This is an optimization exercise on Yosys and OpenROAD, whose aim is small area and few clock cycles, not a production implementation.
In this exercise RTL edits were held to simulation tests only and were not proved equivalent to the original.
Power and IR drop assume default switching activity.

## run.sh

```bash
#!/bin/bash
# synth_recipe.tcl (not shown) runs the flow's synth.tcl, then flattens the netlist and writes it again
# the make line also repeats each setting of config.mk as NAME=value (left out here)
make -C /OpenROAD-flow-scripts/flow DESIGN_CONFIG=/design/flow/config.mk WORK_HOME=/design/flow/orfs CLKGATE_MAP_FILE= SYNTH_SCRIPT=/design/flow/synth_recipe.tcl finish
```

## config.mk

```make
export PLATFORM = sky130hd
export DESIGN_NAME = frame_codec_tx
export DESIGN_NICKNAME = frame_codec_tx
export VERILOG_FILES = /design/flow/design.v
export SDC_FILE = /design/flow/constraint.sdc
export NUM_CORES = 4
export LEC_CHECK = 0
export CAP_MARGIN = 20
export CORE_MARGIN = 2
export CORE_UTILIZATION = 40
export PLACE_DENSITY = 0.6
export SLEW_MARGIN = 20
```

## constraint.sdc

```tcl
create_clock -name core_clock -period 5.0 [get_ports {clk}]
set_input_delay 1.0000 -clock core_clock [delete_from_list [all_inputs] [get_ports {clk}]]
set_output_delay 1.0000 -clock core_clock [all_outputs]
set_load 0.01 [all_outputs]
```

## design.v

```verilog
module frame_codec_tx (
    input  wire        clk,
    input  wire        rst,
    input  wire        in_valid,
    input  wire [7:0]  in_data,
    output reg         in_ready,
    output reg         tx_valid,
    output reg  [7:0]  tx_data,
    output reg         tx_last,
    input  wire        tx_ready,
    output reg         rsp_valid,
    output wire [31:0] rsp_data,
    input  wire        rsp_ready
);
    localparam [7:0] DEFAULT_FRAG_SIZE = 8'd16;
    localparam [1:0] CLASS_CTRL     = 2'd0;
    localparam [1:0] CLASS_DATA     = 2'd1;
    localparam [5:0] SUB_DATA_NEG   = 6'h00;
    localparam [5:0] SUB_DATA_ERROR = 6'h12;
    localparam       SECMODE_CTRL_CHECK = 4;
    localparam       SECMODE_DATA_CHECK = 0;
    localparam [7:0] ST_OK          = 8'h00;
    localparam [7:0] ST_NOT_ENABLED = 8'h06;
    localparam [7:0] ST_BAD_PARAM   = 8'h07;
    localparam [7:0] ST_BAD_OP      = 8'h08;
    localparam [3:0] OP_ATTACH  = 4'h1;
    localparam [3:0] OP_DETACH  = 4'h2;
    localparam [3:0] OP_SETFRAG = 4'h3;
    localparam [3:0] OP_SETSEC  = 4'h4;
    localparam [3:0] OP_SEND    = 4'h5;
    localparam [3:0] OP_RECV    = 4'h6;
    localparam [3:0] OP_RDREG   = 4'h7;
    localparam [3:0] S_CMD     = 4'd0;   
    localparam [3:0] S_EXEC    = 4'd1;   
    localparam [3:0] S_DISCARD = 4'd2;   
    localparam [3:0] S_HDR     = 4'd3;   
    localparam [3:0] S_ENV     = 4'd4;   
    localparam [3:0] S_PAY     = 4'd5;   
    localparam [3:0] S_CRC     = 4'd6;   
    localparam [3:0] S_NEXT    = 4'd7;   
    localparam [3:0] S_RSP     = 4'd8;   
    function [15:0] crc16_byte;
        input [15:0] crc_in;
        input [7:0]  b;
        integer k;
        reg [15:0] c;
        begin
            c = crc_in ^ {b, 8'h00};
            for (k = 0; k < 8; k = k + 1)
                c = c[15] ? ((c << 1) ^ 16'h1021) : (c << 1);
            crc16_byte = c;
        end
    endfunction
    reg        enabled;
    reg [7:0]  send_seq;
    reg [7:0]  sec_mode;
    reg [7:0]  frag_size;
    reg [3:0]  state;
    reg [31:0] cmd;
    reg [1:0]  byte_idx;
    reg [15:0] rem;         
    reg [15:0] cnt;         
    reg        frame_frag;  
    reg        frame_chk;   
    reg [7:0]  frame_len;   
    reg [7:0]  frame_take;  
    reg [15:0] crc;
    reg [7:0]  rsp_status;
    reg [15:0] rsp_value;
    wire [3:0]  cmd_op    = cmd[3:0];
    wire [3:0]  cmd_rsvd  = cmd[7:4];
    wire [7:0]  cmd_arg   = cmd[15:8];
    wire [15:0] cmd_len   = cmd[31:16];
    assign rsp_data = {rsp_value, 8'h00, rsp_status};
    wire [1:0] type_cls = cmd_arg[1:0];
    wire [5:0] type_sub = cmd_arg[7:2];
    wire       chk_req  = (type_cls == CLASS_CTRL) ? sec_mode[SECMODE_CTRL_CHECK] :
                          (type_cls == CLASS_DATA && type_sub != SUB_DATA_NEG &&
                           type_sub != SUB_DATA_ERROR) ? sec_mode[SECMODE_DATA_CHECK] :
                          1'b0;
    wire       next_frag = rem > {8'h00, frag_size};
    wire [7:0] next_take = next_frag ? frag_size : rem[7:0];
    wire [7:0] next_len  = next_frag ? frag_size + 8'd2 : rem[7:0];
    wire [7:0] frame_fc = {3'b000, frame_frag, 1'b0, 1'b1, frame_chk, 1'b0};
    reg [7:0] gen_byte;
    always @(*) begin
        gen_byte = 8'h00;
        case (state)
            S_HDR: case (byte_idx)
                2'd0: gen_byte = cmd_arg;
                2'd1: gen_byte = frame_fc;
                2'd2: gen_byte = send_seq;
                default: gen_byte = frame_len;
            endcase
            S_ENV: gen_byte = byte_idx[0] ? rem[15:8] : rem[7:0];
            S_CRC: gen_byte = byte_idx[0] ? crc[15:8] : crc[7:0];
            default: gen_byte = 8'h00;
        endcase
    end
    always @(*) begin
        in_ready  = 1'b0;
        tx_valid  = 1'b0;
        tx_data   = 8'h00;
        tx_last   = 1'b0;
        rsp_valid = 1'b0;
        case (state)
            S_CMD:     in_ready = 1'b1;
            S_DISCARD: in_ready = 1'b1;
            S_HDR: begin
                tx_valid = 1'b1;
                tx_data  = gen_byte;
                tx_last  = (byte_idx == 2'd3) && (frame_len == 8'd0) && !frame_chk;
            end
            S_ENV: begin
                tx_valid = 1'b1;
                tx_data  = gen_byte;
                tx_last  = 1'b0;
            end
            S_PAY: begin
                in_ready = tx_ready;
                tx_valid = in_valid;
                tx_data  = in_data;
                tx_last  = (cnt == 16'd1) && !frame_chk;
            end
            S_CRC: begin
                tx_valid = 1'b1;
                tx_data  = gen_byte;
                tx_last  = byte_idx[0];
            end
            S_RSP:     rsp_valid = 1'b1;
            default: ;
        endcase
    end
    wire in_fire = in_valid && in_ready;
    wire tx_fire = tx_valid && tx_ready;
    always @(posedge clk) begin
        if (rst) begin
            enabled    <= 1'b0;
            send_seq   <= 8'h00;
            sec_mode   <= 8'h00;
            frag_size  <= DEFAULT_FRAG_SIZE;
            state      <= S_CMD;
            cmd        <= 32'h0;
            byte_idx   <= 2'd0;
            rem        <= 16'h0;
            cnt        <= 16'h0;
            frame_frag <= 1'b0;
            frame_chk  <= 1'b0;
            frame_len  <= 8'h00;
            frame_take <= 8'h00;
            crc        <= 16'h0;
            rsp_status <= 8'h00;
            rsp_value  <= 16'h0;
        end else begin
            case (state)
                S_CMD: if (in_fire) begin
                    cmd      <= {in_data, cmd[31:8]};
                    byte_idx <= byte_idx + 2'd1;
                    if (byte_idx == 2'd3)
                        state <= S_EXEC;
                end
                S_EXEC: begin
                    rsp_status <= ST_OK;
                    rsp_value  <= 16'h0;
                    state      <= S_RSP;
                    if (cmd_rsvd != 4'h0 || cmd_op == 4'h0 || cmd_op == OP_RECV ||
                        cmd_op[3]) begin
                        rsp_status <= ST_BAD_OP;
                        if (cmd_op == OP_SEND || cmd_op == OP_RECV) begin
                            cnt   <= cmd_len;
                            state <= (cmd_len != 16'h0) ? S_DISCARD : S_RSP;
                        end
                    end else begin
                        case (cmd_op)
                            OP_ATTACH: begin
                                enabled   <= 1'b1;
                                send_seq  <= 8'h00;
                                sec_mode  <= 8'h00;
                                frag_size <= DEFAULT_FRAG_SIZE;
                            end
                            OP_DETACH: begin
                                if (!enabled) begin
                                    rsp_status <= ST_NOT_ENABLED;
                                end else begin
                                    enabled   <= 1'b0;
                                    send_seq  <= 8'h00;
                                    sec_mode  <= 8'h00;
                                    frag_size <= DEFAULT_FRAG_SIZE;
                                end
                            end
                            OP_SETFRAG: begin
                                if (!enabled)
                                    rsp_status <= ST_NOT_ENABLED;
                                else if (cmd_arg == 8'd0 || cmd_arg > 8'd250)
                                    rsp_status <= ST_BAD_PARAM;
                                else
                                    frag_size <= cmd_arg;
                            end
                            OP_SETSEC: begin
                                if (!enabled)
                                    rsp_status <= ST_NOT_ENABLED;
                                else
                                    sec_mode <= cmd_arg;
                            end
                            OP_SEND: begin
                                if (!enabled) begin
                                    rsp_status <= ST_NOT_ENABLED;
                                    cnt        <= cmd_len;
                                    state      <= (cmd_len != 16'h0) ? S_DISCARD : S_RSP;
                                end else begin
                                    rem   <= cmd_len;
                                    state <= S_NEXT;
                                end
                            end
                            OP_RDREG: begin
                                case (cmd_arg)
                                    8'h00: rsp_value <= {15'h0, enabled};
                                    8'h01: rsp_value <= {8'h00, send_seq};
                                    8'h02: rsp_value <= 16'h0;
                                    8'h03: rsp_value <= {8'h00, sec_mode};
                                    8'h04: rsp_value <= {8'h00, frag_size};
                                    8'h05: rsp_value <= 16'h0;
                                    8'h06: rsp_value <= 16'h0;
                                    8'h07: rsp_value <= 16'h0;
                                    default: rsp_status <= ST_BAD_PARAM;
                                endcase
                            end
                            default: rsp_status <= ST_BAD_OP;
                        endcase
                    end
                end
                S_DISCARD: if (in_fire) begin
                    cnt <= cnt - 16'd1;
                    if (cnt == 16'd1)
                        state <= S_RSP;
                end
                S_NEXT: begin
                    frame_frag <= next_frag;
                    frame_chk  <= chk_req;
                    frame_len  <= next_len;
                    frame_take <= next_take;
                    crc        <= {8'h00, send_seq};
                    byte_idx   <= 2'd0;
                    state      <= S_HDR;
                end
                S_HDR: if (tx_fire) begin
                    byte_idx <= byte_idx + 2'd1;
                    if (byte_idx == 2'd2 || byte_idx == 2'd3)
                        crc <= crc16_byte(crc, gen_byte);
                    if (byte_idx == 2'd3) begin
                        byte_idx <= 2'd0;
                        cnt      <= {8'h00, frame_take};
                        if (frame_frag)
                            state <= S_ENV;
                        else if (frame_take != 8'd0)
                            state <= S_PAY;
                        else if (frame_chk)
                            state <= S_CRC;
                        else begin
                            send_seq <= send_seq + 8'd1;
                            state    <= S_RSP;
                        end
                    end
                end
                S_ENV: if (tx_fire) begin
                    crc      <= crc16_byte(crc, gen_byte);
                    byte_idx <= byte_idx + 2'd1;
                    if (byte_idx[0]) begin
                        byte_idx <= 2'd0;
                        state    <= S_PAY;
                    end
                end
                S_PAY: if (tx_fire) begin
                    crc <= crc16_byte(crc, in_data);
                    cnt <= cnt - 16'd1;
                    if (cnt == 16'd1) begin
                        if (frame_chk) begin
                            byte_idx <= 2'd0;
                            state    <= S_CRC;
                        end else begin
                            send_seq <= send_seq + 8'd1;
                            rem      <= rem - {8'h00, frame_take};
                            state    <= frame_frag ? S_NEXT : S_RSP;
                        end
                    end
                end
                S_CRC: if (tx_fire) begin
                    byte_idx <= byte_idx + 2'd1;
                    if (byte_idx[0]) begin
                        byte_idx <= 2'd0;
                        send_seq <= send_seq + 8'd1;
                        rem      <= rem - {8'h00, frame_take};
                        state    <= frame_frag ? S_NEXT : S_RSP;
                    end
                end
                S_RSP: if (rsp_ready) begin
                    byte_idx <= 2'd0;
                    state    <= S_CMD;
                end
                default: state <= S_CMD;
            endcase
        end
    end
endmodule
```

==> qor.yml <==
drive_gt1_share_pct: 6.683
portBuffers: 36
numClockSinks: 139
post-dp-hpwl_mm: 20.88
syn_avg_cell_area_um2: 7.470
top_usage_layer: "met2"
use_met3_pct: 4.250
area_growth_syn_to_layout_pct: 11.09
hold_violations: 0
netSwitchingFraction_pct: 34.27
stdcell_count: 1512
seq_power_share_pct: 37.1
vias: 9205
first_iter_violations: 847
yosys_warnings: 1
met2_usage_pct: 38.66
cap_violations: 0
overflow: 0
clock_latency_ps: 430
p_int_mw: 2.227
worstReg2RegStart: "state[0]$_SDFFE_PP0P_"
grt_usage_pct: 24.82
clkTransAtPathRegs_ps: 60
worstPathRequired_ps: 4000
drv_slew: 0
synth_area_mm2: 0.009248
core_mm2: 0.02264
initial_core_util_pct: 40.85
wire_per_inst_um: 20.05
cts_buffers: 17
cts_resized: 0
worst_pin_slew_ps: 1083
drt-total-wl_mm: 30.32
power_mw: 3.388
ys_seq_area_share_pct: 30.09
nets: 1252
ys_ff_latch: 139
die_h_um: 156.1
clock.fmax_mhz: 236.0
p_leak_nw: 3.381
synthArstFlopShare_pct: 0
grt_pass1_vias: 8342
p_per_area_mw_per_mm2: 329.7
cp-end-kind: "output port"
htreeDepth: 4
worst_hold_slack_ps: 452.2
n_antenna_cell: 0
path_class: "reg -> out"
drc: 0
setup-tns-final_ps: 0
cts-root-buf: "clkbuf_16"
grt_max_degree: 83
gr-usage-met1_pct: 34.54
cts_setup_buffers: 0
r2r_cells: 6
die_w_um: 156.1
grt_setup_unrepaired: "false"
tritoncts: "done"
hold_depth: 2
place_inst: 1480
p_switching_mw: 1.161
hold_buffers: 0
report.final.setup_viol: 0
drt_pass1_iterations: 5
min_to: "cmd[6]$_SDFFE_PP0P_"
viasPerCell: 6.088
worst-path-max-fanout: 27
final_common_cell: "nand2_1"
comb_power_share_pct: 23.6
synth_enable_flop_cells: 0
worst_ep_arrival_time_ps: 3240
synthCells: 1238
std_cell_rows: 55
synth_cell_types: 79
critPathLaunchType: "register"
status: "no timing/DRC/antenna violations"
layout_common_cells: "nand2_1, dfxtp_1, nor2_1, a21oi_1, o21ai_0"
final.min_clock_period_ps: 4237
timing.rr.end: "frag_size[7]$_SDFFE_PP0P_"
grt_pass1_wl_mm: 47.48
clock_path_buffers: 2
final.period_utilization_pct: 84.74
dieArea_mm2: 0.02435
maxSlewHeadroom_pct: 27.29
ff2ff_setup_slack_ps: 1290
worst_clock_skew_ps: 11.99
synthFlopType: "dfxtp_1"
hp-class: "reg -> reg"
clkPwrFrac_pct: 39.3
vdd_ir_drop_max_mv: 0.1760
gp_congestion: 0.9074
antenna_left: 0
min-delay-start: "cmd[6]$_SDFFE_PP0P_"
io_pins: 57
antenna_found_initial: 0
-- logic make-up after synthesis --
logic type,synth area share [%]
buf+inv,7.239
mux,3.680
flops,30.09
simple gates,23.57
fa+ha+maj,3.464
xor+xnor,4.708
other cells,0.04055
compound gates,27.21
-- power groups by stage --
stage	Clock (mW)	Combinational (mW)	Sequential [mW]
after floorplan	0	0.626	1.21
after global placement	0	0.784	1.28
after detailed placement	0	0.788	1.28
after CTS	1.35	0.791	1.25
after global routing	1.39	0.875	1.26
final	1.33	0.800	1.26
-- cells in the mapped netlist (all sizes together) (11+ instances only) --
cell | n | area [µm²]
a211oi | 26 | 200.2
a21oi | 122 | 610.6
a221oi | 12 | 105.1
a22oi | 22 | 165.2
a311oi | 16 | 140.1
buf | 35 | 226.5
clkbuf | 82 | 307.8
dfxtp | 139 | 2783
ha | 24 | 300.3
inv | 36 | 135.1
mux2i | 25 | 250.2
nand2 | 151 | 566.8
nand2b | 20 | 125.1
nand3 | 40 | 200.2
nor2 | 123 | 461.7
nor2b | 14 | 87.58
nor3 | 37 | 196.4
nor4 | 16 | 100.1
o21a | 11 | 82.58
o21ai | 62 | 310.3
o31ai | 11 | 82.58
o32ai | 11 | 96.34
or2 | 11 | 68.82
xnor2 | 37 | 324.1
-- layer usage --
metal,vias up,wire (µm),share of wire [%]
li1,4404,-,-
met1,4431,14080,46
met2,322,13720,45
met3,48,1786,5.9
met4,0,734,2.4
met5,-,0,0
-- per-stage QoR --
| step | utilization (%) | worst slack, ps | area (µm²) |
|---|---|---|---|
| 2_1_floorplan | - | 1498 | 9319 |
| 3_3_place_gp | 42.69 | 1132 | 9664 |
| 3_5_place_dp | 42.69 | 1051 | 9664 |
| 4_1_cts | 45.38 | 797.3 | 10270 |
| 5_1_grt | 45.38 | 576.5 | 10270 |
| 6_report | 45.38 | 763.2 | 10270 |
-- registers in the layout, indices dropped and copies added (netlist names) --
signal	flops
rsp_status	3
frame_take	8
crc	16
frag_size	8
frame_chk	1
cmd	32
byte_idx	2
cnt	16
frame_frag	1
rsp_value	8
enabled	1
rem	16
frame_len	7
send_seq	8
state	4
sec_mode	8
-- worst max-delay path, stage by stage (launching register included) --
cell,delay (ps)
dfxtp_1,970
inv_1,340
nor3_1,360
buf_4,280
a21oi_1,170
o211ai_1,120
clkdlybuf4s50_1,570
-- worst max path at each step --
stage | start | endpoint | slack, ps
floorplan | byte_idx[0]$_SDFFE_PP0P_ | tx_data[5] | 1500
detailed placement | in_valid | cnt[4]$_SDFFE_PP0P_ | 1050
CTS | state[1]$_SDFFE_PP0P_ | tx_data[4] | 800
global placement | in_valid | cnt[4]$_SDFFE_PP0P_ | 1130
global route | state[1]$_SDFFE_PP0P_ | tx_data[4] | 580
finish | state[1]$_SDFFE_PP0P_ | tx_data[4] | 760
-- cell type report --
cell class,count,area [µm²]
multi-input cells,965,5877
inverters,36,135.1
fillers,2301,12370
clock buffers,19,442.9
clock inverters,13,166.4
well taps,285,356.6
repair buffers,55,513.0
flip-flops and latches,139,2783
Testbench counts, summed over its fixed seeds: cycles 64,372.

==> port drivers added, routing unchanged <==
The flow's constraints put no driver on any port. The routed layout listed below was extracted and timed again, unchanged, in two steps. Step 1 assumes that a clkbuf_16 drives the clock port and a buf_2 every other input. Step 2 also shifts input and output timing later by t, the mid clock arrival at the registers, as if the neighbouring blocks saw the same clock. Slacks: no drivers / after step 1 / after step 2; pairs: no drivers / after step 1.
shift t [ns]: 0.469
setup slack, ns: 0.763 / 0.720 / 0.967
latest minus earliest clock arrival (ns): 0.012 / 0.012
After both steps setup and hold are still met in this run. The setup slack of this run moves by -0.043 ns with the drivers and by +0.204 ns with both steps.
